This is an optimization exercise on Yosys and OpenROAD, whose aim is small area, a short achievable clock period and few clock cycles, not a production implementation.
RTL that was checked went through simulation tests only; none was proved equivalent to the original.
For runs 1 to 3, only the layout was checked, not whether the RTL still works.
Power and IR drop assume default switching activity.

$ cat flow/config.mk
export PLATFORM = sky130hd
export DESIGN_NAME = cpu4
export DESIGN_NICKNAME = cpu4
export VERILOG_FILES = /design/flow/design.v
export SDC_FILE = /design/flow/constraint.sdc
export NUM_CORES = 4
export LEC_CHECK = 0
export ABC_CLOCK_PERIOD_IN_PS = 2500
export CAP_MARGIN = 20
export CORE_MARGIN = 2
export CORE_UTILIZATION = 40
export SETUP_SLACK_MARGIN = 2.2
export SLEW_MARGIN = 20
$ cat flow/standard.sh
#!/bin/bash
# synth_recipe.tcl (not shown) runs the flow's synth.tcl, then flattens the netlist and writes it again
# the make line also repeats each setting of config.mk as NAME=value (left out here)
make -C /OpenROAD-flow-scripts/flow DESIGN_CONFIG=/design/flow/config.mk WORK_HOME=/design/flow/orfs CLKGATE_MAP_FILE= SYNTH_SCRIPT=/design/flow/synth_recipe.tcl "${@:-finish}"
$ cat flow/flow/run.sh
#!/bin/bash
# The standard layout (standard.sh: the standard flow's synthesis and ORFS flow, unchanged),
# with the ports buffered by sky130_fd_sc_hd__buf_2 instead of the cell
# buffer_ports picks by default. Every port still gets its own buffer.
set -euo pipefail
export BUFFER_PORTS_ARGS="-buffer_cell sky130_fd_sc_hd__buf_2"
bash standard.sh finish > standard.log 2>&1
$ cat flow/constraint.sdc
create_clock -name core_clock -period 5.0 [get_ports {clk}]
set_input_delay 1.0000 -clock core_clock [delete_from_list [all_inputs] [get_ports {clk}]]
set_output_delay 1.0000 -clock core_clock [all_outputs]
set_load 0.01 [all_outputs]
$ cat flow/design.v
module cpu4 (
    input  wire       clk,
    input  wire       rst,         
    output wire [7:0] rom_addr,
    input  wire [7:0] rom_data,
    input  wire       img_we,
    input  wire [3:0] img_addr,
    input  wire [3:0] img_data,
    input  wire       in_valid,
    input  wire [3:0] in_data,
    input  wire [3:0] sw_toggle,
    output wire       out_valid,
    output wire [3:0] out_data,
    output wire [3:0] led,
    output wire [3:0] sw,
    output wire       waiting,
    output wire       halted
);
    reg  [7:0] pc;
    reg  [7:0] ir;            
    reg        iv;            
    reg  [3:0] opv;           
    reg        c_sta;         
    reg        c_stai;        
    reg        c_push;        
    reg        c_zmod;        
    reg        c_cmod;        
    reg        c_kill;        
    reg        jp;            
    reg  [3:0] acc;
    reg        zf, cf;
    reg  [3:0] spm;           
    reg        s_empty;       
    reg        s_full;        
    reg  [3:0] ram   [0:15];
    reg  [7:0] stack [0:15];  
    reg  [3:0] led_r;
    reg  [3:0] sw_r;
    reg        wt;            
    reg        ht;            
    reg        ov;            
    wire [3:0] op = ir[7:4];
    wire [3:0] n  = ir[3:0];
    wire       e_ext  = (op == 4'hF);
    wire       e_rst  = iv & e_ext & (n == 4'h1);
    wire       e_pop  = iv & e_ext & (n == 4'h5) & ~s_empty;
    wire       e_ret  = iv & e_ext & (n == 4'h6) & ~s_empty;
    wire       e_push = iv & c_push & ~s_full;
    wire       kill   = iv & c_kill;
    wire [7:0] stk_top = stack[spm];
    wire [3:0] ram_ind = ram[opv];
    wire [4:0] sum     = {1'b0, acc} + {1'b0, opv};
    wire [4:0] diff    = {1'b0, acc} - {1'b0, opv};
    wire [3:0] negacc  = 4'd0 - acc;
    wire [7:0] pc_inc  = pc + 8'd1;
    wire [7:0] pc_inc2 = pc + 8'd2;
    wire       opv_z   = (opv == 4'd0);
    wire       acc_z   = (acc == 4'd0);
    wire       eq      = (opv == acc);
    reg  [3:0] acc_e;
    reg        zf_e, cf_e;
    always @(*) begin
        acc_e = acc;
        zf_e  = zf;
        cf_e  = cf;
        case (op)
        4'h1: begin acc_e = opv; zf_e = opv_z; end
        4'h2: begin acc_e = n; zf_e = (n == 4'd0); end
        4'h4: begin acc_e = sum[3:0]; cf_e = sum[4]; zf_e = (opv == negacc); end
        4'h5: begin acc_e = diff[3:0]; cf_e = diff[4]; zf_e = eq; end
        4'h6: begin acc_e = acc & opv; zf_e = ((acc & opv) == 4'd0); end
        4'h7: begin acc_e = acc | opv; zf_e = acc_z & opv_z; end
        4'h8: begin acc_e = acc ^ opv; zf_e = eq; end
        4'h9: begin acc_e = ram_ind; zf_e = (ram_ind == 4'd0); end
        4'hF: begin
            case (n)
            4'h1: begin acc_e = 4'd0; zf_e = 1'b0; cf_e = 1'b0; end
            4'h3: begin acc_e = ~acc; zf_e = (acc == 4'hF); end
            4'h5: if (!s_empty) acc_e = stk_top[3:0];
            default: ;
            endcase
        end
        default: ;
        endcase
    end
    wire       ram_clr = rst | e_rst;
    wire [3:0] ram_wd  = ram_clr ? 4'd0 : img_we ? img_data : wt ? in_data : acc;
    integer i;
    always @(posedge clk) begin
        for (i = 0; i < 16; i = i + 1)
            if (ram_clr || (img_we && img_addr == i) || (wt && in_valid && i == 14) ||
                (iv && c_sta && n == i) || (iv && c_stai && opv == i))
                ram[i] <= ram_wd;
    end
    wire [7:0] stk_wd = (op == 4'hE) ? pc_inc : {4'd0, acc};
    always @(posedge clk) begin
        for (i = 0; i < 16; i = i + 1)
            if (e_push && spm == ((i + 15) % 16))
                stack[i] <= stk_wd;
    end
    wire [3:0] f_op  = rom_data[7:4];
    wire [3:0] f_n   = rom_data[3:0];
    wire       f_br  = ~jp & iv & (((f_op == 4'hC) & c_zmod) | ((f_op == 4'hD) & c_cmod));
    wire       f_go  = ~kill & ~ht & ~wt & ~img_we & ~f_br;
    wire       f_fwd = iv & ((c_sta & (n == f_n)) | (c_stai & (opv == f_n)));
    wire [3:0] f_opv = f_fwd ? acc : ram[f_n];
    wire       d_zmod = (f_op == 4'h1) | (f_op == 4'h2) | (f_op == 4'h4) | (f_op == 4'h5) |
                        (f_op == 4'h6) | (f_op == 4'h7) | (f_op == 4'h8) | (f_op == 4'h9) |
                        (rom_data == 8'hF3);
    wire       d_cmod = (f_op == 4'h4) | (f_op == 4'h5);
    wire       d_kill = (rom_data == 8'h1E) | (rom_data == 8'hF0) | (rom_data == 8'hF1) |
                        (rom_data == 8'hF6);
    always @(posedge clk) begin
        if (rst) begin
            pc      <= 8'd0;
            iv      <= 1'b0;
            jp      <= 1'b0;
            acc     <= 4'd0;
            zf      <= 1'b0;
            cf      <= 1'b0;
            spm     <= 4'd15;
            s_empty <= 1'b1;
            s_full  <= 1'b0;
            led_r   <= 4'd0;
            wt      <= 1'b0;
            ht      <= 1'b0;
            ov      <= 1'b0;
        end else begin
            ov <= iv & (ir == 8'hF2);
            if (iv) begin
                acc <= acc_e;
                zf  <= zf_e;
                cf  <= cf_e;
            end else if (wt && in_valid) begin
                acc <= in_data;
                zf  <= (in_data == 4'd0);
                wt  <= 1'b0;
            end
            if (iv && ir == 8'h1E) wt <= 1'b1;
            if (iv && ir == 8'hF0) ht <= 1'b1;
            if (iv && c_sta && n == 4'd15) led_r <= acc;
            if (e_push) begin
                spm     <= spm + 4'd1;
                s_empty <= 1'b0;
                s_full  <= (spm == 4'd14);
            end
            if (e_pop || e_ret) begin
                spm     <= spm - 4'd1;
                s_full  <= 1'b0;
                s_empty <= (spm == 4'd0);
            end
            if (e_rst) begin
                spm     <= 4'd15;
                s_empty <= 1'b1;
                s_full  <= 1'b0;
                led_r   <= 4'd0;
            end
            if (e_ret) pc <= stk_top;
            if (e_rst) pc <= 8'd0;
            iv <= 1'b0;
            if (f_go) begin
                if (jp) begin
                    pc <= rom_data;
                    jp <= 1'b0;
                end else begin
                    case (f_op)
                    4'hB: begin
                        pc <= pc_inc;
                        jp <= 1'b1;
                    end
                    4'hC: begin
                        if (zf) begin pc <= pc_inc; jp <= 1'b1; end
                        else pc <= pc_inc2;
                    end
                    4'hD: begin
                        if (cf) begin pc <= pc_inc; jp <= 1'b1; end
                        else pc <= pc_inc2;
                    end
                    default: begin
                        pc     <= pc_inc;
                        jp     <= (f_op == 4'hE);
                        ir     <= rom_data;
                        opv    <= f_opv;
                        iv     <= 1'b1;
                        c_sta  <= (f_op == 4'h3);
                        c_stai <= (f_op == 4'hA);
                        c_push <= (f_op == 4'hE) | (rom_data == 8'hF4);
                        c_zmod <= d_zmod;
                        c_cmod <= d_cmod;
                        c_kill <= d_kill;
                    end
                    endcase
                end
            end
        end
    end
    always @(posedge clk) begin
        if (rst)
            sw_r <= 4'd0;
        else
            sw_r <= sw_r ^ sw_toggle;
    end
    assign rom_addr  = pc;
    assign out_valid = ov;
    assign out_data  = acc;
    assign led       = led_r;
    assign sw        = sw_r;
    assign waiting   = wt;
    assign halted    = ht;
endmodule
==> summary.txt, run 1 <==
Synthesis
  • Mux cell area share after synthesis: 0.0562
  • Syn nets: about 1200
  • Post-synth EDFFs: 210
  • Seq/Total Area, Yosys: 0.550
  • Yosys warnings: 3
  • Synth Area in XOR/XNOR: 0.0228
  • Synth Area in Simple Gates: 0.149
  • Dominant cells by area after synthesis: edfxtp_1, dfxtp_1, mux2i_1
  • Fraction of registers with async set/reset: 0
  • Yosys reg bits: 243
  • Yosys top cell by area: edfxtp_1
  • Synth unique cells: just over 80
  • Compound-gate portion of the synthesized area: 0.162
  • Post-Syn Instances: 1132
  • Most used DFF post-synth: edfxtp_1
  • Synthesized area per cell: between 10 and 15 µm²
  • Synthesized-area fraction occupied by adder cells: 0.0239
  • Largest family of logic cells by synthesized area: compound AO/OA/AOI/OAI gates
  • Area of the mapped netlist: ~13000 µm²
  • Post-synth top area share: 0.498

Critical path
  • Critical path type: reg -> reg
  • Crit Path Max Fanout: 31
  • CP top delay family: simple AND/OR/NAND/NOR gates
  • Crit. End Element: flip-flop
  • Worst stage delay on the critical path: a little under 0.9 ns
  • Crit path DAT: approximately 2.9 ns
  • Crit path launch type: flip-flop
  • WP buf/inv: 1
  • Required time worst endpoint: just over 5 ns
  • Slowest CP cell: nor2_1
  • Worst R2R Setup Slack: ~2.3 ns
  • Cell Chain, Critical Path: buf_4 -> nand2b_1 -> nor2_1

Routing
  • Via density per instance: between 6 and 7
  • Final WL: roughly 39000 µm
  • 1st-iter DRT viols: between 1000 and 1500
  • Wirelength per Cell: 24.8 µm
  • Vias: ~9900
  • 1st-pass router iterations: 6
  • ANT nets after route: 0
  • Post-route DRC: 0

Die
  • Chip height: about 180 µm
  • Die width: 182 µm
  • Initial core utilization: 0.403
  • Die footprint: 33100 µm²
  • Row count: 65
  • Core footprint: about 31000 µm²
  • Number of I/O pins: 51

GRT
  • Total gr overflow: 0
  • Initial antenna violation count: 3
  • Tot GR Track Use: 0.231
  • First-pass GRT wire length: 58600 µm
  • Pin count of the biggest net entering global routing: 52
  • Vias in the first global route: between 9000 and 10000

Power
  • Static leakage: between 4 and 5 nW
  • Overall power: 4.91 mW
  • Max rail drop VDD: between 0.2 and 0.3 mV
  • PwrDens: 343 nW/µm²

Status
  • Status: complete, no violations

Timing
  • Slew HR: 0.274
  • Tcrit/Tclk final: 0.547
  • Max Freq: 366 MHz
  • Fin Clk Skew: 0.0178 ns
  • RSZ-0062 raised after global routing: yes
  • Worst Tran Pin Value: 1.09 ns
  • Final setup viols: 0
  • Final Max Tran Viols: 0
  • Final Hold Fails: 0
  • Min Tclk post-route: between 2 and 3 ns
  • Setup TNS: 0 ns

Clock tree
  • Total CTS buffers: 28
  • Clock sink total: between 200 and 250
  • Post-CTS Hold Fix Bufs: 0
  • CTS root buffer: clkbuf_16
  • Maximum clock insertion buffer count: 3
  • Worst-path clk slew: approximately 0.06 ns
  • TritonCTS clock tree: built
  • H-Tree Depth: 1
  • Worst-Skew Late Latency: 0.56 ns

Placement
  • DP HPWL: 26200 µm
  • Number of port buffers: 50
  • Final GP Congestion: ~0.96

Finish
  • Commonest non-fill, non-tap cells in the layout: edfxtp_1, nor2_1, nand2_1
  • Final net count: ~1200
  • Share of post-route cells with drive strength above 1: 0.155
  • Commonest non-fill, non-tap cell in the layout: edfxtp_1
  • Area Growth Syn to Fin: 13.1%

Min path
  • Hold Path Class: reg -> reg

Run
  • Max-cap viol count: 0
-- state kept, by name, summed over array words and instances, names as in the netlist, 4 cells and up --
name,count
ir,8
spm,4
stack,128
sw_r,4
acc,4
opv,4
led_r,4
ram,64
pc,8
-- power by group --
group	switching (mW)	leakage [nW]	internal [mW]	total [mW]
clock network	0.841	0.435	1.18	2.02
logic	0.339	2.31	0.198	0.537
registers	0.0810	2.21	2.27	2.35
total	1.26	4.95	3.65	4.91
-- path summary, 6_finish.rpt --
check | startpoint | end | depth (start not counted)
min | cf$_SDFFE_PP0P_ | cf$_SDFFE_PP0P_ | 2
min reg2reg | cf$_SDFFE_PP0P_ | cf$_SDFFE_PP0P_ | 2
max reg2reg | spm[2]$_SDFFE_PN1P_ | stack[8][3]$_DFFE_PP_ | 3
max | spm[2]$_SDFFE_PN1P_ | stack[8][3]$_DFFE_PP_ | 3
-- area by class of cell --
type,instances,area [µm²]
fill,2902,17100
timing repair buffer,83,502
sequential,243,6970
inverter,27,101
tap,402,503
clock buffer,33,719
clock inverter,18,178
multi-input combinational,773,5330
antenna,2,5.00
-- cell usage after synthesis, drive strengths merged (18+ instances only) --
master  count
clkbuf     66
a211oi     18
buf        23
dfxtp      33
nor2       98
nand2b     23
a21oi      59
o21ai      45
inv        27
ha         21
nand3      44
nand2      84
mux2i      37
nor3       20
edfxtp    210
xor2       18
-- metal layers --
| metal | routed length, µm | up-vias | track usage |
|---|---|---|---|
| li1 | - | 4404 | - |
| met1 | 16600 | 4838 | 0.330 |
| met2 | 17500 | 598 | 0.356 |
| met3 | 3620 | 93 | 0.0403 |
| met4 | 1420 | 2 | 0.0800 |
| met5 | 12 | - | 0 |
-- tightest hold or removal path: cells and delay by family (launching register included) --
kind,cells,cell delay (ns)
DFF,1,0.31
buffers and inverters,1,0.05
AOI/OAI and AO/OA,1,0.05
-- logic make-up after synthesis --
family	count (synthesis)
compound gates	282
simple gates	376
buf+inv	116
fa+ha+maj	23
flops	243
mux	59
xor+xnor	33
-- timing repair --
action                                  CTS  global route
pin swaps                                 0             0
endpoints found under the setup margin  142           141
resized for setup                         7            12
buffers inserted                          8             8
gates cloned                              0             0
hold endpoints to repair                  0             0
-- per-stage QoR --
stage                     instances  hold slack, ns  setup slack (ns)  cell area, µm²  utilization
final                          1581           0.469              2.26           14300        0.456
after global routing           1579           0.524              2.18           14300        0.456
after CTS                      1570           0.465              2.04           14200        0.452
after detailed placement       1511           0.457              1.57           13200        0.421
after global placement         1511           0.447              1.60           13200        0.421
after floorplan                1132           0.434              2.02           12700            -
==> run 2, diff against run 1 <==
--- a/flow/config.mk
+++ b/flow/config.mk
@@ -6,8 +6,8 @@
 export NUM_CORES = 4
 export LEC_CHECK = 0
-export ABC_CLOCK_PERIOD_IN_PS = 2500
+export ABC_CLOCK_PERIOD_IN_PS = 2200
 export CAP_MARGIN = 20
 export CORE_MARGIN = 2
 export CORE_UTILIZATION = 40
-export SETUP_SLACK_MARGIN = 2.2
+export SETUP_SLACK_MARGIN = 2.6
 export SLEW_MARGIN = 20
==> run 2 against run 1 <==
Effect of this change: still clean; non-clock buffer count up 30; synthesized cell count stayed put; combinational power grew 14%; setup slack gained 0.28 ns; sequential share of layout area fell by 2.3 points; global-route usage is 0.21 points higher; sequential power about the same; total power rose by 2.7%; register-to-register slack improved by 0.28 ns; first-iteration DRC count grew 14%; critical endpoint is now zf$_SDFFE_PP0P_; highest routed layer unchanged.
==> summary.txt, run 2 <==
Status
  • Status: complete, no violations

Clock tree
  • Worst-path clk slew: 0.07 ns (about the same)
  • H-Tree Depth: 1 (unchanged)
  • Maximum clock insertion buffer count: 3 (unchanged)
  • TritonCTS clock tree: built
  • Clock sink total: 243 (unchanged)
  • Total CTS buffers: 28 (unchanged)
  • CTS root buffer: clkbuf_16
  • Worst-Skew Late Latency: 0.59 ns (+0.03 ns)

Timing
  • Slew HR: 0.391 (+0.117)
  • Final setup viols: 0 (unchanged)
  • Hold_ws: 0.478 ns (+0.00920 ns)
  • Fin Clk Skew: 0.0512 ns (+0.0334 ns)
  • Worst Tran Pin Value: 0.910 ns (-0.179 ns)
  • Tcrit/Tclk final: 0.490 (-0.0569)
  • Setup TNS: 0 ns (unchanged)
  • Final Hold Fails: 0 (unchanged)
  • Max Freq: 408 MHz (+12%)
  • Final Max Tran Viols: 0 (unchanged)
  • Min Tclk post-route: 2.45 ns (-0.285 ns)
  • RSZ-0062 raised after global routing: yes

Finish
  • Largest register FFs: 128 (unchanged)
  • Commonest non-fill, non-tap cell in the layout: edfxtp_1
  • Filler Cell Count: 2842 (-2.1%)
  • Share of post-route cells with drive strength above 1: 0.232 (+0.0772)
  • Commonest non-fill, non-tap cells in the layout: edfxtp_1, nand2_1, nor2_1
  • Register area: 6990 µm² (+0.31%)
  • Biggest regs: stack (128), ram (64)
  • Multi-input logic area: 5660 µm² (+6.1%)
  • Reg with most FFs: stack
  • Area Growth Syn to Fin: 19.0%
  • Final net count: 1237 (+2.5%)

Critical path
  • Slowest CP cell: or4_4
  • Crit Path Max Fanout: 5 (-84%)
  • Cell Chain, Critical Path: buf_6 -> or4_4 -> or2_4 -> o311ai_1 -> nand3_1 -> or4_4 -> a211oi_2
  • Required time worst endpoint: 5.46 ns (+0.30 ns)
  • Crit. End Element: flip-flop
  • Most used cell along the critical path: or4_4
  • Worst stage delay on the critical path: 0.59 ns (-0.30 ns)
  • Crit path launch type: flip-flop
  • Crit path DAT: 2.92 ns (+0.02 ns)
  • Critical path type: reg -> reg

Power
  • PwrDens: 334 nW/µm² (-2.4%)
  • NetSw: 1.33 mW (+5.7%)
  • Power share of the clock group: 0.414 (+0.002)
  • Comb pwr share: 0.121 (+0.012)
  • Pint: 3.71 mW (+1.7%)
  • Overall power: 5.04 mW (+2.7%)
  • Max rail drop VDD: 0.287 mV (+11%)
  • Seq pwr share: 0.465 (-0.014)
  • Static leakage: 5.19 nW (+4.8%)
  • Sw Share: 0.264 (+0.00751)

Synthesis
  • Post-Syn Instances: 1132 (unchanged)
  • Synth unique cells: 81 (unchanged)
  • Count leader, synth: edfxtp_1
  • Fraction of registers with async set/reset: 0 (unchanged)
  • Synthesized area per cell: 11.2 µm² (unchanged)
  • Dominant cells by area after synthesis: edfxtp_1, dfxtp_1, mux2i_1
  • Post-synth top area share: 0.498 (unchanged)
  • Syn nets: 1183 (unchanged)
  • Most used DFF post-synth: edfxtp_1
  • Yosys top cell by area: edfxtp_1
  • Area of the mapped netlist: 12700 µm² (unchanged)
  • Post-synth EDFFs: 210 (unchanged)
  • Seq/Total Area, Yosys: 0.550 (unchanged)
  • Commonest cells in the netlist: edfxtp_1, nor2_1, nand2_1
  • Yosys warnings: 3 (unchanged)
  • Yosys reg bits: 243 (unchanged)

GRT
  • Tot GR Track Use: 0.233 (+0.00214)
  • Pin count of the biggest net entering global routing: 52 (unchanged)
  • First-pass GRT wire length: 59000 µm (+0.62%)
  • Initial antenna violation count: 3 (unchanged)
  • Vias in the first global route: 9390 (+2.4%)
  • Total gr overflow: 0 (unchanged)

Routing
  • Post-route DRC: 0 (unchanged)
  • 1st-iter DRT viols: 1648 (+14%)
  • ANT nets after route: 0 (unchanged)
  • 1st-pass router iterations: 9 (+3)
  • Vias: 10050 (+1.2%)
  • Wirelength per Cell: 24.6 µm (-0.75%)
  • Final WL: 39600 µm (+1.1%)
  • Via density per instance: 6.24 (-0.73%)

Die
  • Initial core utilization: 0.403 (unchanged)
  • Number of I/O pins: 51 (unchanged)
  • Row count: 65 (unchanged)
  • Chip height: 182 µm (unchanged)
  • Die width: 182 µm (unchanged)
  • Die footprint: 33100 µm² (unchanged)
  • Core footprint: 31400 µm² (unchanged)

Placement
  • Number of port buffers: 50 (unchanged)
  • Final GP Congestion: 0.928 (-3.8%)
  • DP HPWL: 26200 µm (about the same)

Run
  • Max-cap viol count: 0 (unchanged)

Min path
  • Hold Path Class: reg -> reg
-- run 2: cell counts after synthesis --
Identical to the previous run, type by type.
-- run 2: cell families after synthesis --
logic type	synth area share
XOR/XNOR	0.0228
AND/OR/NAND/NOR	0.149
AO/OA/AOI/OAI	0.162
multiplexers	0.0562
buffers and inverters	0.0363
flip-flops	0.550
adder cells (fa/ha/maj)	0.0239
-- run 2: final cells by class --
type | instances | share of cell area
flip-flops and latches | 243 | 0.464
multi-input cells | 773 | 0.375
repair buffers | 113 | 0.0565
clock buffers | 31 | 0.0472
well taps | 402 | 0.0334
clock inverters | 21 | 0.0155
inverters | 27 | 0.00764
diodes | 1 | 0.000166
-- run 2: path summary, 6_finish.rpt --
check	from	to	slack [ns]	cells past startpoint
worst max register to register	opv[2]$_DFFE_PP_	zf$_SDFFE_PP0P_	2.55	7
worst max-delay path	opv[2]$_DFFE_PP_	zf$_SDFFE_PP0P_	2.55	7
worst min register to register	cf$_SDFFE_PP0P_	cf$_SDFFE_PP0P_	0.48	2
worst min-delay path	cf$_SDFFE_PP0P_	cf$_SDFFE_PP0P_	0.48	2
-- run 2: what timing repair did --
item                       in CTS  in global routing
gates resized for setup        73                 55
gates cloned                    1                  0
setup buffers                  25                 18
pin swaps                       4                 17
setup endpoints to repair     368                169
hold buffers                    0                  0
-- run 2: critical path: cells and delay by family, from the launching register on --
kind                   cells  cell delay (ns)
flip-flops                 1             0.44
AND/OR/NAND/NOR            4             1.52
AO/OA/AOI/OAI              2             0.25
buffers and inverters      1             0.16
-- run 2: power by group through the flow --
stage	Combinational, mW	Sequential [mW]	Clock [mW]
global route	0.652	2.35	2.20
global placement	0.500	2.40	0
CTS	0.565	2.34	2.11
detailed placement	0.502	2.40	0
floorplan	0.374	2.34	0
finish	0.610	2.34	2.09
-- run 2: through the flow --
step,setup slack (ns),util,cells,cell area (µm²)
finish,2.55,0.480,1611,15100
global route,2.49,0.480,1610,15100
CTS,2.47,0.468,1592,14700
detailed placement,1.73,0.422,1514,13200
global placement,1.71,0.422,1514,13200
floorplan,2.02,-,1132,12800
-- run 2: metal layers --
metal	up-vias	GRT usage	part of all wire
li1	4474	-	-
met3	92	0.0385	0.085
met5	-	0	0.00068
met4	4	0.0771	0.032
met2	542	0.358	0.45
met1	4938	0.337	0.43
==> run 3, diff against run 2 <==
--- a/flow/config.mk
+++ b/flow/config.mk
@@ -6,8 +6,8 @@
 export NUM_CORES = 4
 export LEC_CHECK = 0
-export ABC_CLOCK_PERIOD_IN_PS = 2200
+export ABC_CLOCK_PERIOD_IN_PS = 2000
 export CAP_MARGIN = 20
 export CORE_MARGIN = 2
 export CORE_UTILIZATION = 40
-export SETUP_SLACK_MARGIN = 2.6
+export SETUP_SLACK_MARGIN = 3.0
 export SLEW_MARGIN = 20
==> run 3 against run 2 <==
Effect of this change: hold slack improved by 0.020 ns; register-to-register slack better by 0.09 ns; core utilization is 6.5 points higher; global-route usage grew 2.3 points; sequential power is essentially flat; total power grew 2.3%; first-iteration DRC count fell by 12%; non-clock buffer count rose by 100; combinational power increased by 32%; critical path type unchanged; clock-buffer cell count decreased by 2.
==> summary.txt, run 3 <==
Status
  • Status: complete, no violations

Synthesis
  • Commonest cells in the netlist: edfxtp_1, nor2_1, nand2_1
  • Post-synth EDFFs: 210 (unchanged)
  • Syn nets: 1183 (unchanged)
  • Synth unique cells: 81 (unchanged)
  • Post-synth top area share: 0.498 (unchanged)
  • Fraction of registers with async set/reset: 0 (unchanged)
  • Yosys top cell by area: edfxtp_1
  • Area of the mapped netlist: 12700 µm² (unchanged)
  • Yosys reg bits: 243 (unchanged)
  • Dominant cells by area after synthesis: edfxtp_1, dfxtp_1, mux2i_1
  • Post-Syn Instances: 1132 (unchanged)
  • Most used DFF post-synth: edfxtp_1
  • Count leader, synth: edfxtp_1
  • Seq/Total Area, Yosys: 0.550 (unchanged)
  • Synthesized area per cell: 11.2 µm² (unchanged)
  • Yosys warnings: 3 (unchanged)

Timing
  • Final Max Tran Viols: 0 (unchanged)
  • Slew HR: 0.485 (+0.0944)
  • Final Hold Fails: 0 (unchanged)
  • RSZ-0062 raised after global routing: yes
  • Tcrit/Tclk final: 0.473 (-0.0171)
  • Fin Clk Skew: 0.0378 ns (-0.0134 ns)
  • Hold_ws: 0.498 ns (+0.0199 ns)
  • Final setup viols: 0 (unchanged)
  • Setup TNS: 0 ns (unchanged)
  • Min Tclk post-route: 2.37 ns (-0.0853 ns)
  • Worst Tran Pin Value: 0.766 ns (-0.144 ns)
  • Max Freq: 423 MHz (+3.6%)

Power
  • PwrDens: 301 nW/µm² (-9.9%)
  • Overall power: 5.16 mW (+2.3%)
  • Max rail drop VDD: 0.286 mV (-0.11%)
  • Static leakage: 5.99 nW (+15%)

Clock tree
  • Clock sink total: 243 (unchanged)
  • H-Tree Depth: 1 (unchanged)
  • TritonCTS clock tree: built
  • Total CTS buffers: 27 (-3.6%)
  • Worst-path clk slew: 0.07 ns (about the same)
  • CTS root buffer: clkbuf_16
  • Maximum clock insertion buffer count: 3 (unchanged)
  • Worst-Skew Late Latency: 0.57 ns (-0.02 ns)

Critical path
  • Required time worst endpoint: 5.46 ns (about the same)
  • Slowest CP cell: or4_4
  • Critical path type: reg -> reg
  • CP top delay family: simple AND/OR/NAND/NOR gates
  • WP buf/inv: 2 (+1)
  • Crit path launch type: flip-flop
  • Crit. End Element: flip-flop
  • Cell Chain, Critical Path: buf_6 -> or4_4 -> buf_4 -> nor2_4 -> a21oi_4 -> or4_4 -> a211oi_2
  • Crit Path Max Fanout: 3 (-2)
  • Worst stage delay on the critical path: 0.57 ns (-0.02 ns)
  • Crit path DAT: 2.83 ns (-0.09 ns)
  • Most used cell along the critical path: or4_4

Die
  • Row count: 65 (unchanged)
  • Core footprint: 31400 µm² (unchanged)
  • Number of I/O pins: 51 (unchanged)
  • Initial core utilization: 0.403 (unchanged)
  • Die width: 182 µm (unchanged)
  • Die footprint: 33100 µm² (unchanged)
  • Chip height: 182 µm (unchanged)

Routing
  • 1st-pass router iterations: 5 (-4)
  • WL met2: 19600 µm (+9.8%)
  • Wirelength per Cell: 25.7 µm (+4.3%)
  • Post-route DRC: 0 (unchanged)
  • WL met1: 18000 µm (+5.6%)
  • Vias: 10808 (+7.5%)
  • Met3 routed WL: 4130 µm (+23%)
  • Top layer in use: met5
  • 1st-iter DRT viols: 1444 (-12%)
  • ANT nets after route: 0 (unchanged)
  • Final WL: 43900 µm (+11%)
  • Via density per instance: 6.32 (+1.3%)

Placement
  • Number of port buffers: 50 (unchanged)
  • DP HPWL: 26500 µm (+1.0%)
  • Placed Area: 13400 µm² (+0.76%)
  • Final GP Congestion: 0.973 (+4.9%)

GRT
  • Pin count of the biggest net entering global routing: 32 (-38%)
  • Tot GR Track Use: 0.256 (+0.0226)
  • Initial antenna violation count: 4 (+1)
  • Total gr overflow: 0 (unchanged)
  • First-pass GRT wire length: 64500 µm (+9.3%)
  • Vias in the first global route: 10109 (+7.7%)

Finish
  • Biggest regs: stack (128), ram (64)
  • Fin util: 0.545 (+0.0648)
  • Final instance area: 17100 µm² (+14%)
  • Commonest non-fill, non-tap cell in the layout: edfxtp_1
  • Reg with most FFs: stack
  • Area Growth Syn to Fin: 35.1%
  • Filler Cell Count: 2608 (-8.2%)
  • Multi-input logic area: 6300 µm² (+11%)
  • Largest register FFs: 128 (unchanged)
  • Share of post-route cells with drive strength above 1: 0.366 (+0.134)
  • Register area: 7050 µm² (+0.77%)
  • Commonest non-fill, non-tap cells in the layout: edfxtp_1, buf_4, nand2_1
  • Final net count: 1337 (+8.1%)

Min path
  • Hold Path Class: reg -> reg

Run
  • Max-cap viol count: 0 (unchanged)
## run 3: cell types whose count changed in the layout (fill, tap and decap cells not counted), moves of 12 or more
cell / delta
buf_4: +57
dfxtp_4: +13
nor2_4: +23
buf_6: +38
buf_12: +16
o21ai_0: -12
nor2_1: -13
buf_2: -25
dfxtp_1: -17
## run 3: cells by family (layout without fill, tap and decap cells)
group | after synthesis | in the layout | share of synthesized area
other | 0 | 2 | 0
adder cells (fa/ha/maj) | 23 | 23 | 0.0239
AO/OA/AOI/OAI | 282 | 282 | 0.162
flip-flops | 243 | 243 | 0.550
AND/OR/NAND/NOR | 376 | 377 | 0.149
buffers and inverters | 116 | 289 | 0.0363
XOR/XNOR | 33 | 33 | 0.0228
multiplexers | 59 | 59 | 0.0562
## run 3: per-layer routing
layer  track usage  vias up
li1              -     4690
met1         0.355     5365
met3        0.0533      126
met4         0.103        4
met5             0        -
met2         0.392      623
## run 3: path summary, 6_finish.rpt
path                              start  depth (start not counted)  slack (ns)                     to
setup / recovery       opv[3]$_DFFE_PP_                          7        2.63        zf$_SDFFE_PP0P_
hold / removal    led_r[2]$_SDFFE_PN0P_                          2        0.50  led_r[2]$_SDFFE_PN0P_
setup reg to reg       opv[3]$_DFFE_PP_                          7        2.63        zf$_SDFFE_PP0P_
hold reg to reg   led_r[2]$_SDFFE_PN0P_                          2        0.50  led_r[2]$_SDFFE_PN0P_
## run 3: layout make-up
class	count	share of cell area
flip-flops and latches	243	0.412
clock buffers	29	0.0399
multi-input cells	774	0.368
diodes	2	0.000293
inverters	27	0.00797
well taps	402	0.0294
clock inverters	20	0.0125
repair buffers	213	0.130
## run 3: power by group
group | internal, mW | leakage, nW | switching [mW]
clock network | 1.16 | 0.431 | 0.860
registers | 2.27 | 2.22 | 0.0662
logic | 0.357 | 3.33 | 0.450
total | 3.78 | 5.99 | 1.38
## run 3: timing repair
item	CTS	global route
hold endpoints to repair	0	0
hold buffers	0	0
buffers inserted	95	43
cloned	9	3
resized for setup	248	101
pin swaps	48	60
endpoints found under the setup margin	457	371
## run 3: stage by stage
| step | std cells | setup WS (ns) |
|---|---|---|
| 3_3_place_gp | 1509 | 1.79 |
| 6_report | 1710 | 2.63 |
| 4_1_cts | 1662 | 2.56 |
| 2_1_floorplan | 1132 | 2.02 |
| 3_5_place_dp | 1509 | 1.71 |
| 5_1_grt | 1708 | 2.60 |
## run 3: worst register-to-register path: stages, from the launching register on
cell and delay [ns]:
edfxtp_1 0.46, buf_6 0.16, or4_4 0.57, buf_4 0.19
nor2_4 0.10, a21oi_4 0.05, or4_4 0.54, a211oi_2 0.21
==> run 4, diff against run 3 <==
--- a/flow/design.v
+++ b/flow/design.v
@@ -112,4 +112,14 @@
                         (rom_data == 8'hF6);
     always @(posedge clk) begin
+        ir     <= rom_data;
+        opv    <= f_opv;
+        c_sta  <= (f_op == 4'h3);
+        c_stai <= (f_op == 4'hA);
+        c_push <= (f_op == 4'hE) | (rom_data == 8'hF4);
+        c_zmod <= d_zmod;
+        c_cmod <= d_cmod;
+        c_kill <= d_kill;
+    end
+    always @(posedge clk) begin
         if (rst) begin
             pc      <= 8'd0;
@@ -180,13 +190,5 @@
                         pc     <= pc_inc;
                         jp     <= (f_op == 4'hE);
-                        ir     <= rom_data;
-                        opv    <= f_opv;
                         iv     <= 1'b1;
-                        c_sta  <= (f_op == 4'h3);
-                        c_stai <= (f_op == 4'hA);
-                        c_push <= (f_op == 4'hE) | (rom_data == 8'hF4);
-                        c_zmod <= d_zmod;
-                        c_cmod <= d_cmod;
-                        c_kill <= d_kill;
                     end
                     endcase
--- a/flow/config.mk
+++ b/flow/config.mk
@@ -6,8 +6,8 @@
 export NUM_CORES = 4
 export LEC_CHECK = 0
-export ABC_CLOCK_PERIOD_IN_PS = 2000
+export ABC_CLOCK_PERIOD_IN_PS = 2200
 export CAP_MARGIN = 20
 export CORE_MARGIN = 2
 export CORE_UTILIZATION = 40
-export SETUP_SLACK_MARGIN = 3.0
+export SETUP_SLACK_MARGIN = 2.6
 export SLEW_MARGIN = 20
==> run 4 against run 3 <==
Effect of this change: wire length decreased by 7.9%; sequential power hardly changed; critical endpoint is now acc[0]$_SDFFE_PP0P_; synthesized cell count shrank 0.88%.
==> summary.txt, run 4 <==
GRT
  • Vias in the first global route: 9448 (-6.5%)
  • Total gr overflow: 0 (unchanged)
  • First-pass GRT wire length: 60100 µm (-6.8%)
  • Initial antenna violation count: 0 (-4)
  • Tot GR Track Use: 0.239 (-0.0172)
  • Pin count of the biggest net entering global routing: 37 (+16%)

Routing
  • Wirelength per Cell: 25.4 µm (-0.92%)
  • Via density per instance: 6.27 (-0.78%)
  • 1st-pass router iterations: 8 (+3)
  • Final WL: 40400 µm (-7.9%)
  • Post-route DRC: 0 (unchanged)
  • 1st-iter DRT viols: 1129 (-22%)
  • Vias: 9965 (-7.8%)
  • ANT nets after route: 0 (unchanged)

Finish
  • Fin util: 0.472 (-0.0727)
  • Commonest non-fill, non-tap cells in the layout: edfxtp_1, nand2_1, nor2_1
  • Share of post-route cells with drive strength above 1: 0.228 (-0.138)
  • Commonest non-fill, non-tap cell in the layout: edfxtp_1
  • Largest register FFs: 128 (unchanged)
  • Area Growth Syn to Fin: 17.1%
  • Ant. Diodes: 0 (-2)
  • Final Non-Filler Cells: 1589 (-7.1%)
  • Reg with most FFs: stack
  • Final net count: 1220 (-8.8%)
  • Biggest regs: stack (128), ram (64)

Min path
  • Hold endpoint: s_full$_SDFFE_PP0P_
  • Hold Path Class: reg -> reg
  • Hold_sp: s_full$_SDFFE_PP0P_
  • Worst Hold Depth: 2 (unchanged)

Synthesis
  • Yosys reg bits: 243 (unchanged)
  • Area of the mapped netlist: 12600 µm² (-0.25%)
  • Yosys top cell by area: edfxtp_1
  • Synthesized area per cell: 11.3 µm² (+0.64%)
  • Fraction of registers with async set/reset: 0 (unchanged)
  • Yosys warnings: 3 (unchanged)
  • Commonest cells in the netlist: edfxtp_1, nand2_1, nor2_1
  • Post-synth EDFFs: 192 (-8.6%)
  • Synth unique cells: 82 (+1.2%)
  • Most used DFF post-synth: edfxtp_1
  • Post-Syn Instances: 1122 (-0.88%)
  • Dominant cells by area after synthesis: edfxtp_1, dfxtp_1, mux2i_1
  • Post-synth top area share: 0.456 (-0.0416)
  • Syn nets: 1173 (-0.85%)
  • Count leader, synth: edfxtp_1
  • Seq/Total Area, Yosys: 0.537 (-0.0129)

Timing
  • Setup TNS: 0 ns (unchanged)
  • Final Max Tran Viols: 0 (unchanged)
  • Fin Clk Skew: 0.0123 ns (-0.0255 ns)
  • Final setup viols: 0 (unchanged)
  • Worst Tran Pin Value: 0.683 ns (-0.0833 ns)
  • Slew HR: 0.539 (+0.0537)
  • Final Hold Fails: 0 (unchanged)
  • Min Tclk post-route: 2.39 ns (+0.0216 ns)
  • Tcrit/Tclk final: 0.478 (+0.00433)
  • Post-route setup slack: 2.61 ns (-0.0216 ns)
  • RSZ-0062 raised after global routing: yes
  • Max Freq: 419 MHz (-0.91%)

Power
  • Max rail drop VDD: 0.251 mV (-12%)
  • PwrDens: 340 nW/µm² (+13%)
  • Overall power: 5.03 mW (-2.5%)
  • Static leakage: 5.18 nW (-13%)

Critical path
  • Crit path DAT: 2.88 ns (+0.05 ns)
  • Worst stage delay on the critical path: 0.66 ns (+0.09 ns)
  • Cell Chain, Critical Path: buf_12 -> nor2b_2 -> a221oi_1 -> o311ai_0 -> nand3_1 -> a31oi_1
  • CP top delay family: compound AO/OA/AOI/OAI gates
  • Crit Path Max Fanout: 24 (+21)
  • WP buf/inv: 1 (-1)
  • Worst r2r src: opv[2]$_DFF_P_
  • Crit path launch type: flip-flop
  • Required time worst endpoint: 5.49 ns (+0.03 ns)
  • Critical path type: reg -> reg
  • Slowest CP cell: o311ai_0
  • Worst R2R Setup Slack: 2.61 ns (-0.02 ns)
  • Crit. End Element: flip-flop
  • R2r worst-path depth: 6 (-1)
  • R2R Path End: acc[0]$_SDFFE_PP0P_

Clock tree
  • Maximum clock insertion buffer count: 3 (unchanged)
  • TritonCTS clock tree: built
  • Post-CTS Hold Fix Bufs: 0 (unchanged)
  • Worst-path clk slew: 0.06 ns (about the same)
  • Worst-Skew Late Latency: 0.57 ns (about the same)
  • H-Tree Depth: 1 (unchanged)
  • Clock sink total: 243 (unchanged)
  • Total CTS buffers: 28 (+3.7%)
  • CTS root buffer: clkbuf_16

Placement
  • Final GP Congestion: 0.950 (-2.4%)
  • DP HPWL: 26100 µm (-1.5%)
  • Placed Cells: 1500 (-0.60%)
  • Number of port buffers: 50 (unchanged)
  • Place WS: 1.83 ns (+0.124 ns)

Die
  • Row count: 65 (unchanged)
  • Die footprint: 33000 µm² (-0.24%)
  • Die width: 182 µm (-0.12%)
  • Chip height: 182 µm (-0.12%)
  • Core footprint: 31300 µm² (-0.26%)
  • Number of I/O pins: 51 (unchanged)
  • Initial core utilization: 0.403 (about the same)

Run
  • Max-cap viol count: 0 (unchanged)

Status
  • Status: complete, no violations
-- run 4: cell types whose count changed after synthesis, moves of 8 or more --
cell      change
a21oi_1      -18
a22o_1       +12
a22oi_1      +14
a31oi_1      +12
buf_2        +17
clkbuf_1     -20
dfxtp_1      +18
edfxtp_1     -18
mux2_2        +8
nor2_1       -18
o21ai_0      -12
xor2_1        -8
-- run 4: area by class of cell --
cell class | count | area, µm²
sequential | 243 | 6820
clock inverter | 18 | 213
fill | 2882 | 16500
clock buffer | 30 | 708
multi-input combinational | 759 | 5610
timing repair buffer | 106 | 791
inverter | 31 | 139
tap | 402 | 503
-- run 4: metal layers --
metal / routed length, µm / vias up / track usage
met4: 1500 / 0 / 0.0930
li1: - / 4401 / -
met1: 16800 / 4931 / 0.323
met2: 18800 / 524 / 0.378
met3: 3340 / 109 / 0.0483
met5: 0 / - / 0
-- run 4: worst max path at each step --
stage / start / to / slack [ns] / cells after the start
after global routing: opv[3]$_DFF_P_ / acc[2]$_SDFFE_PP0P_ / 2.56 / 7
after detailed placement: rom_data[4] / pc[0]$_SDFFE_PP0P_ / 1.83 / 7
after global placement: ir[4]$_DFF_P_ / ram[5][0]$_DFFE_PP_ / 1.79 / 4
final: opv[2]$_DFF_P_ / acc[0]$_SDFFE_PP0P_ / 2.61 / 6
after floorplan: rom_data[4] / pc[6]$_SDFFE_PP0P_ / 2.40 / 7
after CTS: ir[5]$_DFF_P_ / stack[5][7]$_DFFE_PP_ / 2.48 / 3
-- run 4: worst reg2reg max path: stages (launching register included) --
cell and delay [ns]:
dfxtp_2 0.45, buf_12 0.23, nor2b_2 0.41, a221oi_1 0.17
o311ai_0 0.66, nand3_1 0.21, a31oi_1 0.20
-- run 4: cell families after synthesis --
family	after synthesis	share of synthesized area
fa+ha+maj	23	0.0240
simple gates	365	0.151
mux	63	0.0624
buf+inv	120	0.0398
compound gates	276	0.164
xor+xnor	32	0.0222
flops	243	0.537
-- run 4: power breakdown --
group	total, mW	leakage, nW	switching, mW	internal [mW]
Combinational	0.650	2.40	0.398	0.252
Sequential	2.30	2.34	0.0669	2.24
Clock	2.08	0.443	0.848	1.23
Total	5.03	5.18	1.31	3.72
-- run 4: timing repair --
action,in CTS,in global routing
setup endpoints to repair,287,178
pin swaps,4,6
cloned,1,1
gates resized for setup,57,51
buffers inserted,15,24
-- run 4: through the flow --
stage	hold WS [ns]	cell area [µm²]
after CTS	0.504	14400
after global placement	0.484	13100
after detailed placement	0.493	13100
after floorplan	0.466	12700
final	0.508	14800
after global routing	0.521	14800
Testbench counts of run 4, summed over its fixed seeds: cycles 120,587.
==> run 5, diff against run 4 <==
--- a/flow/design.v
+++ b/flow/design.v
@@ -27,4 +27,6 @@
     reg        c_cmod;        
     reg        c_kill;        
+    reg        c_stk;         
+    reg        clr_p;         
     reg        jp;            
     reg  [3:0] acc;
@@ -45,5 +47,5 @@
     wire       e_rst  = iv & e_ext & (n == 4'h1);
     wire       e_pop  = iv & e_ext & (n == 4'h5) & ~s_empty;
-    wire       e_ret  = iv & e_ext & (n == 4'h6) & ~s_empty;
+    wire       e_ret  = iv & e_ext & (n == 4'h6) & ~s_empty;    
     wire       e_push = iv & c_push & ~s_full;
     wire       kill   = iv & c_kill;
@@ -84,5 +86,5 @@
         endcase
     end
-    wire       ram_clr = rst | e_rst;
+    wire       ram_clr = rst | clr_p;
     wire [3:0] ram_wd  = ram_clr ? 4'd0 : img_we ? img_data : wt ? in_data : acc;
     integer i;
@@ -101,6 +103,8 @@
     wire [3:0] f_op  = rom_data[7:4];
     wire [3:0] f_n   = rom_data[3:0];
-    wire       f_br  = ~jp & iv & (((f_op == 4'hC) & c_zmod) | ((f_op == 4'hD) & c_cmod));
-    wire       f_go  = ~kill & ~ht & ~wt & ~img_we & ~f_br;
+    wire       f_ret = (rom_data == 8'hF6);
+    wire       f_br  = ~jp & iv & (((f_op == 4'hC) & c_zmod) | ((f_op == 4'hD) & c_cmod) |
+                                   (f_ret & c_stk));
+    wire       f_go  = ~kill & ~ht & ~wt & ~img_we & ~clr_p & ~f_br;
     wire       f_fwd = iv & ((c_sta & (n == f_n)) | (c_stai & (opv == f_n)));
     wire [3:0] f_opv = f_fwd ? acc : ram[f_n];
@@ -109,6 +113,6 @@
                         (rom_data == 8'hF3);
     wire       d_cmod = (f_op == 4'h4) | (f_op == 4'h5);
-    wire       d_kill = (rom_data == 8'h1E) | (rom_data == 8'hF0) | (rom_data == 8'hF1) |
-                        (rom_data == 8'hF6);
+    wire       d_kill = (rom_data == 8'h1E) | (rom_data == 8'hF0) | (rom_data == 8'hF1);
+    wire       d_stk  = (f_op == 4'hE) | (rom_data == 8'hF4) | (rom_data == 8'hF5) | f_ret;
     always @(posedge clk) begin
         ir     <= rom_data;
@@ -120,4 +124,5 @@
         c_cmod <= d_cmod;
         c_kill <= d_kill;
+        c_stk  <= d_stk;
     end
     always @(posedge clk) begin
@@ -136,5 +141,7 @@
             ht      <= 1'b0;
             ov      <= 1'b0;
+            clr_p   <= 1'b0;
         end else begin
+            clr_p <= e_rst;
             ov <= iv & (ir == 8'hF2);
             if (iv) begin
@@ -166,5 +173,4 @@
                 led_r   <= 4'd0;
             end
-            if (e_ret) pc <= stk_top;
             if (e_rst) pc <= 8'd0;
             iv <= 1'b0;
@@ -188,5 +194,5 @@
                     end
                     default: begin
-                        pc     <= pc_inc;
+                        pc     <= (f_ret && !s_empty) ? stk_top : pc_inc;
                         jp     <= (f_op == 4'hE);
                         iv     <= 1'b1;
==> run 5 against run 4 <==
Effect of this change: global-route usage grew 0.59 points; total power grew 2.4%; clock skew grew 0.0084 ns; first-iteration DRC count grew 11%; die area grew 0.64%; via count grew 3.0%; maximum frequency shrank 1.6%.
==> summary.txt, run 5 <==
Power
  • Pint: 3.83 mW (+3.2%)
  • Overall power: 5.15 mW (+2.4%)
  • PwrDens: 348 nW/µm² (+2.4%)
  • Power share of the clock group: 0.429 (+0.016)
  • Sw Share: 0.255 (-0.00574)
  • NetSw: 1.31 mW (+0.11%)
  • Max rail drop VDD: 0.277 mV (+10%)
  • Static leakage: 5.21 nW (+0.53%)
  • Comb pwr share: 0.119 (-0.010)
  • Seq pwr share: 0.451 (-0.007)

Die
  • Core footprint: 31400 µm² (+0.26%)
  • Chip height: 182 µm (+0.32%)
  • Die footprint: 33200 µm² (+0.64%)
  • Row count: 65 (unchanged)
  • Die width: 182 µm (+0.32%)
  • Number of I/O pins: 51 (unchanged)
  • Initial core utilization: 0.405 (+0.00159)

Synthesis
  • Fraction of registers with async set/reset: 0 (unchanged)
  • Synthesized area per cell: 11.0 µm² (-2.6%)
  • Yosys reg bits: 245 (+0.82%)
  • Syn nets: 1210 (+3.2%)
  • Commonest cells in the netlist: edfxtp_1, nor2_1, nand2_1
  • Post-synth EDFFs: 192 (unchanged)
  • Seq/Total Area, Yosys: 0.537 (about the same)
  • Dominant cells by area after synthesis: edfxtp_1, dfxtp_1, mux2i_1
  • Post-synth top area share: 0.453 (-0.00296)
  • Yosys warnings: 3 (unchanged)
  • Area of the mapped netlist: 12700 µm² (+0.65%)
  • Count leader, synth: edfxtp_1
  • Synth unique cells: 90 (+9.8%)
  • Most used DFF post-synth: edfxtp_1
  • Post-Syn Instances: 1159 (+3.3%)
  • Yosys top cell by area: edfxtp_1

Timing
  • RSZ-0062 raised after global routing: yes
  • Fin Clk Skew: 0.0207 ns (+0.00842 ns)
  • Hold_ws: 0.490 ns (-0.0186 ns)
  • Final setup viols: 0 (unchanged)
  • Max Freq: 412 MHz (-1.6%)
  • Tcrit/Tclk final: 0.485 (+0.00792)
  • Worst Tran Pin Value: 0.933 ns (+0.250 ns)
  • Final Max Tran Viols: 0 (unchanged)
  • Min Tclk post-route: 2.43 ns (+0.0396 ns)
  • Final Hold Fails: 0 (unchanged)
  • Slew HR: 0.374 (-0.165)
  • Setup TNS: 0 ns (unchanged)

GRT
  • Met3 usage: 0.0295 (-0.0188)
  • Busiest grt layer: met2
  • Tot GR Track Use: 0.245 (+0.00591)
  • First-pass GRT wire length: 61800 µm (+2.9%)
  • Pin count of the biggest net entering global routing: 38 (+2.7%)
  • Vias in the first global route: 9683 (+2.5%)
  • Initial antenna violation count: 0 (unchanged)
  • Met2 usage: 0.414 (+0.0360)
  • Total gr overflow: 0 (unchanged)
  • GRT met1 Usage: 0.332 (+0.00916)

Clock tree
  • Total CTS buffers: 27 (-3.6%)
  • Maximum clock insertion buffer count: 3 (unchanged)
  • Worst-Skew Late Latency: 0.57 ns (about the same)
  • H-Tree Depth: 1 (unchanged)
  • Clock sink total: 245 (+0.82%)
  • CTS root buffer: clkbuf_16
  • Worst-path clk slew: 0.06 ns (about the same)
  • TritonCTS clock tree: built

Placement
  • DP HPWL: 28500 µm (+9.1%)
  • Final GP Congestion: 0.928 (-2.3%)
  • Number of port buffers: 50 (unchanged)

Finish
  • Final net count: 1253 (+2.7%)
  • Commonest non-fill, non-tap cell in the layout: edfxtp_1
  • Area Growth Syn to Fin: 16.2%
  • Reg with most FFs: stack
  • Share of post-route cells with drive strength above 1: 0.193 (-0.0353)
  • Fin util: 0.471 (-0.00142)
  • Ant. Diodes: 0 (unchanged)
  • Commonest non-fill, non-tap cells in the layout: edfxtp_1, nand2_1, nor2_1
  • Biggest regs: stack (128), ram (64)
  • Largest register FFs: 128 (unchanged)
  • Filler Cell Count: 2869 (-0.45%)

Min path
  • Hold Path Class: reg -> reg
  • Worst Hold Depth: 2 (unchanged)
  • Hold endpoint: led_r[2]$_SDFFE_PP0P_
  • Hold_sp: led_r[2]$_SDFFE_PP0P_

Routing
  • 1st-pass router iterations: 6 (-2)
  • Final WL: 41700 µm (+3.2%)
  • ANT nets after route: 0 (unchanged)
  • Post-route DRC: 0 (unchanged)
  • Wirelength per Cell: 25.7 µm (+0.88%)
  • Via density per instance: 6.32 (+0.76%)
  • 1st-iter DRT viols: 1248 (+11%)
  • Vias: 10268 (+3.0%)

Critical path
  • Slowest CP cell: nor3_2
  • Crit path launch type: flip-flop
  • Crit. End Element: flip-flop
  • Worst R2R Setup Slack: 2.57 ns (-0.04 ns)
  • Required time worst endpoint: 5.19 ns (-0.30 ns)
  • Critical path type: reg -> reg
  • Cell Chain, Critical Path: buf_4 -> and3b_1 -> nand2_1 -> nor3_2
  • WP buf/inv: 1 (unchanged)
  • Worst r2r src: iv$_SDFF_PP0_
  • CP top delay family: simple AND/OR/NAND/NOR gates
  • Worst stage delay on the critical path: 0.77 ns (+0.11 ns)
  • Crit Path Max Fanout: 27 (+13%)
  • Crit path DAT: 2.62 ns (-0.26 ns)
  • R2R Path End: stack[8][1]$_DFFE_PP_
  • R2r worst-path depth: 4 (-2)

Status
  • Status: complete, no violations

Run
  • Max-cap viol count: 0 (unchanged)
[run 5: stage by stage]
| stage | cells | area (µm²) | setup slack (ns) |
|---|---|---|---|
| detailed placement | 1552 | 13300 | 1.74 |
| CTS | 1613 | 14600 | 2.60 |
| finish | 1625 | 14800 | 2.57 |
| floorplan | 1159 | 12800 | 2.52 |
| global placement | 1552 | 13300 | 1.78 |
| global route | 1625 | 14800 | 2.47 |
[run 5: worst reg2reg max path: stages (launching register included)]
cell and delay [ns]:
dfxtp_1 0.31, buf_4 0.29, and3b_1 0.42, nand2_1 0.27, nor3_2 0.77
[run 5: power groups by stage]
stage | Clock (mW) | Combinational (mW) | Sequential [mW]
2_1_floorplan | 0 | 0.387 | 2.33
6_report | 2.21 | 0.615 | 2.32
3_5_place_dp | 0 | 0.552 | 2.36
3_3_place_gp | 0 | 0.550 | 2.37
5_1_grt | 2.31 | 0.654 | 2.33
4_1_cts | 2.24 | 0.590 | 2.32
[run 5: logic make-up (layout without fill, tap and decap cells)]
| family | count (synthesis) | in the layout | share of synthesized area |
|---|---|---|---|
| buffers and inverters | 117 | 181 | 0.0411 |
| AND/OR/NAND/NOR | 404 | 404 | 0.166 |
| adder cells (fa/ha/maj) | 23 | 23 | 0.0238 |
| multiplexers | 52 | 52 | 0.0456 |
| XOR/XNOR | 30 | 30 | 0.0207 |
| AO/OA/AOI/OAI | 288 | 288 | 0.166 |
| flip-flops | 245 | 245 | 0.537 |
[run 5: final cells by class]
| cell class | count | area (µm²) | share of cell area |
|---|---|---|---|
| Timing Repair Buffer | 100 | 693 | 0.0469 |
| Clock buffer | 30 | 687 | 0.0465 |
| Clock inverter | 20 | 289 | 0.0196 |
| Sequential cell | 245 | 6860 | 0.464 |
| Tap cell | 402 | 503 | 0.0340 |
| Multi-Input combinational cell | 797 | 5610 | 0.380 |
| Inverter | 31 | 131 | 0.00889 |
[run 5: worst max path at each step]
stage                    from                     to  slack [ns]  depth (start not counted)
2_1_floorplan     rom_data[3]     pc[3]$_SDFFE_PP0P_        2.52                          8
3_3_place_gp      rom_data[3]     pc[7]$_SDFFE_PP0P_        1.78                          7
3_5_place_dp      rom_data[3]     pc[7]$_SDFFE_PP0P_        1.74                          7
4_1_cts        opv[1]$_DFF_P_    acc[2]$_SDFFE_PP0P_        2.60                          7
5_1_grt         iv$_SDFF_PP0_  stack[8][1]$_DFFE_PP_        2.47                          4
6_report        iv$_SDFF_PP0_  stack[8][1]$_DFFE_PP_        2.57                          4
[run 5: what timing repair did]
item,CTS,global route
gates resized for setup,58,25
cloned,1,0
hold endpoints to repair,0,0
setup buffers,10,12
hold buffers,0,0
pin swaps,5,4
setup endpoints to repair,128,47
[run 5: per-layer routing]
| layer | part of all wire | vias to the layer above |
|---|---|---|
| met5 | 0 | - |
| met4 | 0.028 | 0 |
| met3 | 0.069 | 81 |
| met2 | 0.48 | 494 |
| met1 | 0.42 | 5114 |
| li1 | - | 4579 |
Testbench counts of run 5, summed over its fixed seeds: cycles 119,591.
==> run 6, diff against run 5 <==
--- a/flow/config.mk
+++ b/flow/config.mk
@@ -10,4 +10,7 @@
 export CORE_MARGIN = 2
 export CORE_UTILIZATION = 40
+export CTS_BUF_LIST = sky130_fd_sc_hd__clkbuf_16
+export CTS_CLUSTER_DIAMETER = 90
+export CTS_CLUSTER_SIZE = 28
 export SETUP_SLACK_MARGIN = 2.6
 export SLEW_MARGIN = 20
==> run 6 against run 5 <==
Effect of this change: clock-buffer cell count shrank 16; first-iteration DRC count rose by 2.9%; via count down 0.97%; critical path type unchanged; largest cell class unchanged; largest power group unchanged; highest routed layer unchanged.
==> summary.txt, run 6 <==
Status
  • Status: complete, no violations

Finish
  • Final Non-Filler Cells: 1601 (-1.5%)
  • Multi-input logic area: 5620 µm² (+0.13%)
  • Biggest regs: stack (128), ram (64)
  • Reg with most FFs: stack
  • Final net count: 1243 (-0.80%)
  • Final instance area: 14300 µm² (-3.5%)
  • Fin util: 0.455 (-0.0163)
  • Ant. Diodes: 0 (unchanged)
  • Filler Cell Count: 2927 (+2.0%)
  • Share of post-route cells with drive strength above 1: 0.183 (-0.00948)
  • Commonest non-fill, non-tap cells in the layout: edfxtp_1, nand2_1, nor2_1
  • Commonest non-fill, non-tap cell in the layout: edfxtp_1
  • Area Growth Syn to Fin: 12.2%
  • Largest register FFs: 128 (unchanged)
  • Register area: 6860 µm² (about the same)

Critical path
  • Worst r2r src: spm[1]$_SDFFE_PP1P_
  • Worst stage delay on the critical path: 0.59 ns (-0.18 ns)
  • Crit path DAT: 2.77 ns (+0.15 ns)
  • Crit path launch type: flip-flop
  • CP top delay family: simple AND/OR/NAND/NOR gates
  • R2r worst-path depth: 7 (+3)
  • Crit Path Max Fanout: 12 (-56%)
  • Slowest CP cell: or4_1
  • WP buf/inv: 1 (unchanged)
  • Worst R2R Setup Slack: 2.59 ns (+0.02 ns)
  • Critical path type: reg -> reg
  • Crit. Startpoint: spm[1]$_SDFFE_PP1P_
  • Crit. End Element: flip-flop
  • R2R Path End: acc[2]$_SDFFE_PP0P_
  • Cell Chain, Critical Path: inv_1 -> ha_4 -> or4_1 -> or3_1 -> nand4b_1 -> o311a_1 -> a311oi_1
  • Required time worst endpoint: 5.36 ns (+0.17 ns)

Die
  • Die width: 182 µm (unchanged)
  • Number of I/O pins: 51 (unchanged)
  • Initial core utilization: 0.405 (unchanged)
  • Row count: 65 (unchanged)
  • Die footprint: 33200 µm² (unchanged)
  • Chip height: 182 µm (unchanged)
  • Core footprint: 31400 µm² (unchanged)

Placement
  • Placed Cells: 1552 (unchanged)
  • DP HPWL: 28500 µm (unchanged)
  • Final GP Congestion: 0.928 (unchanged)
  • Placed Area: 13300 µm² (unchanged)
  • Place WS: 1.74 ns (unchanged)
  • Number of port buffers: 50 (unchanged)

Timing
  • Worst Tran Pin Value: 0.859 ns (-0.0742 ns)
  • Min Tclk post-route: 2.41 ns (-0.0188 ns)
  • Max Freq: 415 MHz (+0.78%)
  • Final Hold Fails: 0 (unchanged)
  • Setup TNS: 0 ns (unchanged)
  • Final setup viols: 0 (unchanged)
  • Final Max Tran Viols: 0 (unchanged)
  • Slew HR: 0.424 (+0.0497)
  • Hold_ws: 0.498 ns (+0.00801 ns)
  • RSZ-0062 raised after global routing: yes
  • Fin Clk Skew: 0.0466 ns (+0.0258 ns)
  • Post-route setup slack: 2.59 ns (+0.0188 ns)
  • Tcrit/Tclk final: 0.482 (-0.00375)

GRT
  • Vias in the first global route: 9607 (-0.78%)
  • Tot GR Track Use: 0.242 (-0.00242)
  • Initial antenna violation count: 0 (unchanged)
  • Total gr overflow: 0 (unchanged)
  • Pin count of the biggest net entering global routing: 38 (unchanged)
  • First-pass GRT wire length: 61300 µm (-0.87%)

Clock tree
  • Worst-Skew Late Latency: 0.52 ns (-0.05 ns)
  • H-Tree Depth: 1 (unchanged)
  • TritonCTS clock tree: built
  • CTS root buffer: clkbuf_16
  • Worst-path clk slew: 0.10 ns (+0.04 ns)
  • Total CTS buffers: 14 (-48%)
  • Maximum clock insertion buffer count: 3 (unchanged)
  • Clock sink total: 245 (unchanged)
  • Post-CTS Hold Fix Bufs: 0 (unchanged)

Synthesis
  • Yosys reg bits: 245 (unchanged)
  • Seq/Total Area, Yosys: 0.537 (unchanged)
  • Yosys top cell by area: edfxtp_1
  • Commonest cells in the netlist: edfxtp_1, nor2_1, nand2_1
  • Dominant cells by area after synthesis: edfxtp_1, dfxtp_1, mux2i_1
  • Synthesized area per cell: 11.0 µm² (unchanged)
  • Most used DFF post-synth: edfxtp_1
  • Post-Syn Instances: 1159 (unchanged)
  • Area of the mapped netlist: 12700 µm² (unchanged)
  • Synth unique cells: 90 (unchanged)
  • Yosys warnings: 3 (unchanged)
  • Count leader, synth: edfxtp_1
  • Post-synth EDFFs: 192 (unchanged)
  • Fraction of registers with async set/reset: 0 (unchanged)
  • Syn nets: 1210 (unchanged)
  • Post-synth top area share: 0.453 (unchanged)

Min path
  • Hold_sp: led_r[2]$_SDFFE_PP0P_
  • Hold Path Class: reg -> reg
  • Worst Hold Depth: 2 (unchanged)
  • Hold endpoint: led_r[2]$_SDFFE_PP0P_

Power
  • Static leakage: 4.95 nW (-4.9%)
  • PwrDens: 293 nW/µm² (-16%)
  • Max rail drop VDD: 0.257 mV (-7.2%)
  • Overall power: 4.18 mW (-19%)

Routing
  • 1st-pass router iterations: 6 (unchanged)
  • Vias: 10168 (-0.97%)
  • Post-route DRC: 0 (unchanged)
  • Final WL: 41100 µm (-1.4%)
  • Via density per instance: 6.35 (+0.51%)
  • ANT nets after route: 0 (unchanged)
  • Wirelength per Cell: 25.7 µm (about the same)
  • 1st-iter DRT viols: 1284 (+2.9%)

Run
  • Max-cap viol count: 0 (unchanged)
## run 6: cell counts after synthesis
No cell type changed its count.
## run 6: worst min-delay path: stages, from the launching register on
cell     delay [ns]
dfxtp_1        0.34
mux2i_1        0.06
nor2_1         0.07
## run 6: final cells by class
class,count,area share
clock buffers,14,0.0246
clock inverters,9,0.00561
inverters,31,0.00947
multi-input cells,797,0.394
flip-flops and latches,245,0.481
well taps,402,0.0353
repair buffers,103,0.0504
## run 6: where the power goes
part           switching (mW)  leakage (nW)  total, mW  internal, mW
clock                   0.709         0.211       1.25         0.539
combinational           0.386          2.45      0.613         0.227
sequential             0.0711          2.29       2.32          2.25
total                    1.17          4.95       4.18          3.02
## run 6: per-layer routing
metal	share of wire	wire, µm	GRT usage	up-vias
met5	0	0	0	-
met4	0.029	1180	0.0658	0
met3	0.056	2310	0.0275	80
met2	0.48	19900	0.409	440
met1	0.43	17700	0.331	5103
li1	-	-	-	4545
## run 6: worst max path at each step
stage	end	depth (start not counted)	slack [ns]
final	acc[2]$_SDFFE_PP0P_	7	2.59
after CTS	acc[2]$_SDFFE_PP0P_	7	2.60
after floorplan	pc[3]$_SDFFE_PP0P_	8	2.52
after global routing	acc[2]$_SDFFE_PP0P_	7	2.51
after global placement	pc[7]$_SDFFE_PP0P_	7	1.78
after detailed placement	pc[7]$_SDFFE_PP0P_	7	1.74
## run 6: what timing repair did
item,CTS,global route
pin swaps,5,4
endpoints found under the setup margin,156,63
resized for setup,62,27
cloned,1,0
endpoints found under the hold margin,0,0
setup buffers,14,11
## run 6: logic make-up (layout without fill, tap and decap cells)
group / after synthesis / in the layout / synth area share
AND/OR/NAND/NOR: 404 / 404 / 0.166
adder cells (fa/ha/maj): 23 / 23 / 0.0238
multiplexers: 52 / 52 / 0.0456
buffers and inverters: 117 / 157 / 0.0411
flip-flops: 245 / 245 / 0.537
AO/OA/AOI/OAI: 288 / 288 / 0.166
XOR/XNOR: 30 / 30 / 0.0207
==> run 7, diff against run 6 <==
--- a/flow/config.mk
+++ b/flow/config.mk
@@ -9,8 +9,8 @@
 export CAP_MARGIN = 20
 export CORE_MARGIN = 2
-export CORE_UTILIZATION = 40
+export CORE_UTILIZATION = 60
 export CTS_BUF_LIST = sky130_fd_sc_hd__clkbuf_16
-export CTS_CLUSTER_DIAMETER = 90
-export CTS_CLUSTER_SIZE = 28
+export CTS_CLUSTER_DIAMETER = 80
+export CTS_CLUSTER_SIZE = 22
 export SETUP_SLACK_MARGIN = 2.6
 export SLEW_MARGIN = 20
==> run 7 against run 6 <==
Effect of this change: still clean; wire length decreased by 3.3%; sequential cell count unchanged; setup slack improved by 0.045 ns; critical endpoint unchanged; largest cell class unchanged.
==> summary.txt, run 7 <==
Synthesis
  • Post-synth EDFFs: 192 (unchanged)
  • Synthesized area per cell: 11.0 µm² (unchanged)
  • Synth unique cells: 90 (unchanged)
  • Syn nets: 1210 (unchanged)
  • Area of the mapped netlist: 12700 µm² (unchanged)
  • Fraction of registers with async set/reset: 0 (unchanged)
  • Yosys top cell by area: edfxtp_1

Finish
  • Multi-input logic area: 5690 µm² (+1.2%)
  • Register area: 6860 µm² (about the same)
  • Final Non-Filler Cells: 1475 (-7.9%)
  • Final net count: 1241 (-0.16%)
  • Share of post-route cells with drive strength above 1: 0.187 (+0.00318)
  • Commonest non-fill, non-tap cells in the layout: edfxtp_1, nand2_1, nor2_1
  • Area Growth Syn to Fin: 12.2% (about the same)

Clock tree
  • Worst-path clk slew: 0.09 ns (about the same)
  • H-Tree Depth: 1 (unchanged)
  • CTS root buffer: clkbuf_16
  • Clock sink total: 245 (unchanged)

Critical path
  • Crit. End Element: flip-flop
  • Crit path launch type: flip-flop
  • CP top delay family: compound AO/OA/AOI/OAI gates
  • Worst stage delay on the critical path: 0.37 ns (-0.22 ns)
  • R2r worst-path depth: 9 (+2)
  • R2R Path End: acc[2]$_SDFFE_PP0P_
  • Cell Chain, Critical Path: inv_2 -> ha_4 -> buf_4 -> a221oi_1 -> a31oi_1 -> a311oi_2 -> buf_4 -> o311a_1 -> a311oi_1
  • Crit path DAT: 2.76 ns (about the same)

Routing
  • ANT nets after route: 0 (unchanged)
  • Via density per instance: 7.08 (+12%)
  • Post-route DRC: 0 (unchanged)
  • Final WL: 39700 µm (-3.3%)
  • 1st-iter DRT viols: 1356 (+5.6%)

Die
  • Chip height: 150 µm (-18%)
  • Die footprint: 22400 µm² (-33%)
  • Core footprint: 20900 µm² (-33%)

Min path
  • Worst Hold Depth: 2 (unchanged)

Timing
  • Min Tclk post-route: 2.36 ns (-0.0450 ns)
  • Final Max Tran Viols: 0 (unchanged)
  • Max Freq: 423 MHz (+1.9%)
  • Fin Clk Skew: 0.0325 ns (-0.0140 ns)
  • RSZ-0062 raised after global routing: yes
  • Slew HR: 0.433 (+0.00870)

GRT
  • First-pass GRT wire length: 58100 µm (-5.1%)
  • Tot GR Track Use: 0.346 (+0.104)

Placement
  • DP HPWL: 26700 µm (-6.1%)
  • Final GP Congestion: 0.961 (+3.6%)
  • Placed Cells: 1422 (-8.4%)

Run
  • Max-cap viol count: 0 (unchanged)

Power
  • Static leakage: 5.00 nW (+0.93%)

Status
  • Status: complete, no violations
-- run 7: worst reg2reg max path: cells and delay by family (launching register included) --
kind	cells	cell delay, ns
compound gates	5	1.03
buf+inv	3	0.57
fa+ha+maj	1	0.29
flops	1	0.37
-- run 7: logic make-up after synthesis --
group	count (synthesis)	synth area share
AND/OR/NAND/NOR	404	0.166
AO/OA/AOI/OAI	288	0.166
flip-flops	245	0.537
buffers and inverters	117	0.0411
multiplexers	52	0.0456
XOR/XNOR	30	0.0207
adder cells (fa/ha/maj)	23	0.0238
-- run 7: final cells by class --
class                      count  area share
clock buffer                  16      0.0281
clock inverter                12     0.00632
inverter                      31     0.00948
sequential                   245       0.481
timing repair buffer          99      0.0520
multi-input combinational    797       0.399
tap                          275      0.0241
-- run 7: repair_timing --
| item | 4_1_cts | 5_1_grt |
|---|---|---|
| hold endpoints to repair | 0 | 0 |
| cloned | 0 | 2 |
| resized for setup | 67 | 41 |
| setup endpoints to repair | 147 | 69 |
| buffers inserted | 17 | 6 |
| pin swaps | 9 | 9 |
-- run 7: layer usage --
metal / share of wire / vias to the layer above / track usage / routed length [µm]
met5: 0 / - / 0 / 0
met4: 0.026 / 0 / 0.0910 / 1020
met3: 0.13 / 90 / 0.0692 / 4960
met2: 0.44 / 753 / 0.515 / 17300
met1: 0.41 / 5065 / 0.522 / 16400
li1: - / 4542 / - / -
-- run 7: stage by stage --
stage	worst slack, ns	power [mW]	hold slack (ns)
2_1_floorplan	2.52	2.72	0.452
3_3_place_gp	1.78	2.90	0.467
3_5_place_dp	1.73	2.90	0.482
4_1_cts	2.56	4.23	0.504
5_1_grt	2.56	4.39	0.525
6_report	2.64	4.28	0.502
-- run 7: worst max path at each step --
stage,from,to,slack [ns]
after floorplan,rom_data[3],pc[3]$_SDFFE_PP0P_,2.52
after global placement,rom_data[3],pc[7]$_SDFFE_PP0P_,1.78
after detailed placement,rom_data[3],pc[7]$_SDFFE_PP0P_,1.73
after CTS,spm[0]$_SDFFE_PP1P_,acc[2]$_SDFFE_PP0P_,2.56
after global routing,spm[0]$_SDFFE_PP1P_,acc[2]$_SDFFE_PP0P_,2.56
final,spm[0]$_SDFFE_PP1P_,acc[2]$_SDFFE_PP0P_,2.64
-- run 7: power breakdown --
group | leakage, nW | switching (mW) | internal (mW)
registers | 2.29 | 0.0660 | 2.25
clock network | 0.261 | 0.724 | 0.610
logic | 2.45 | 0.399 | 0.231
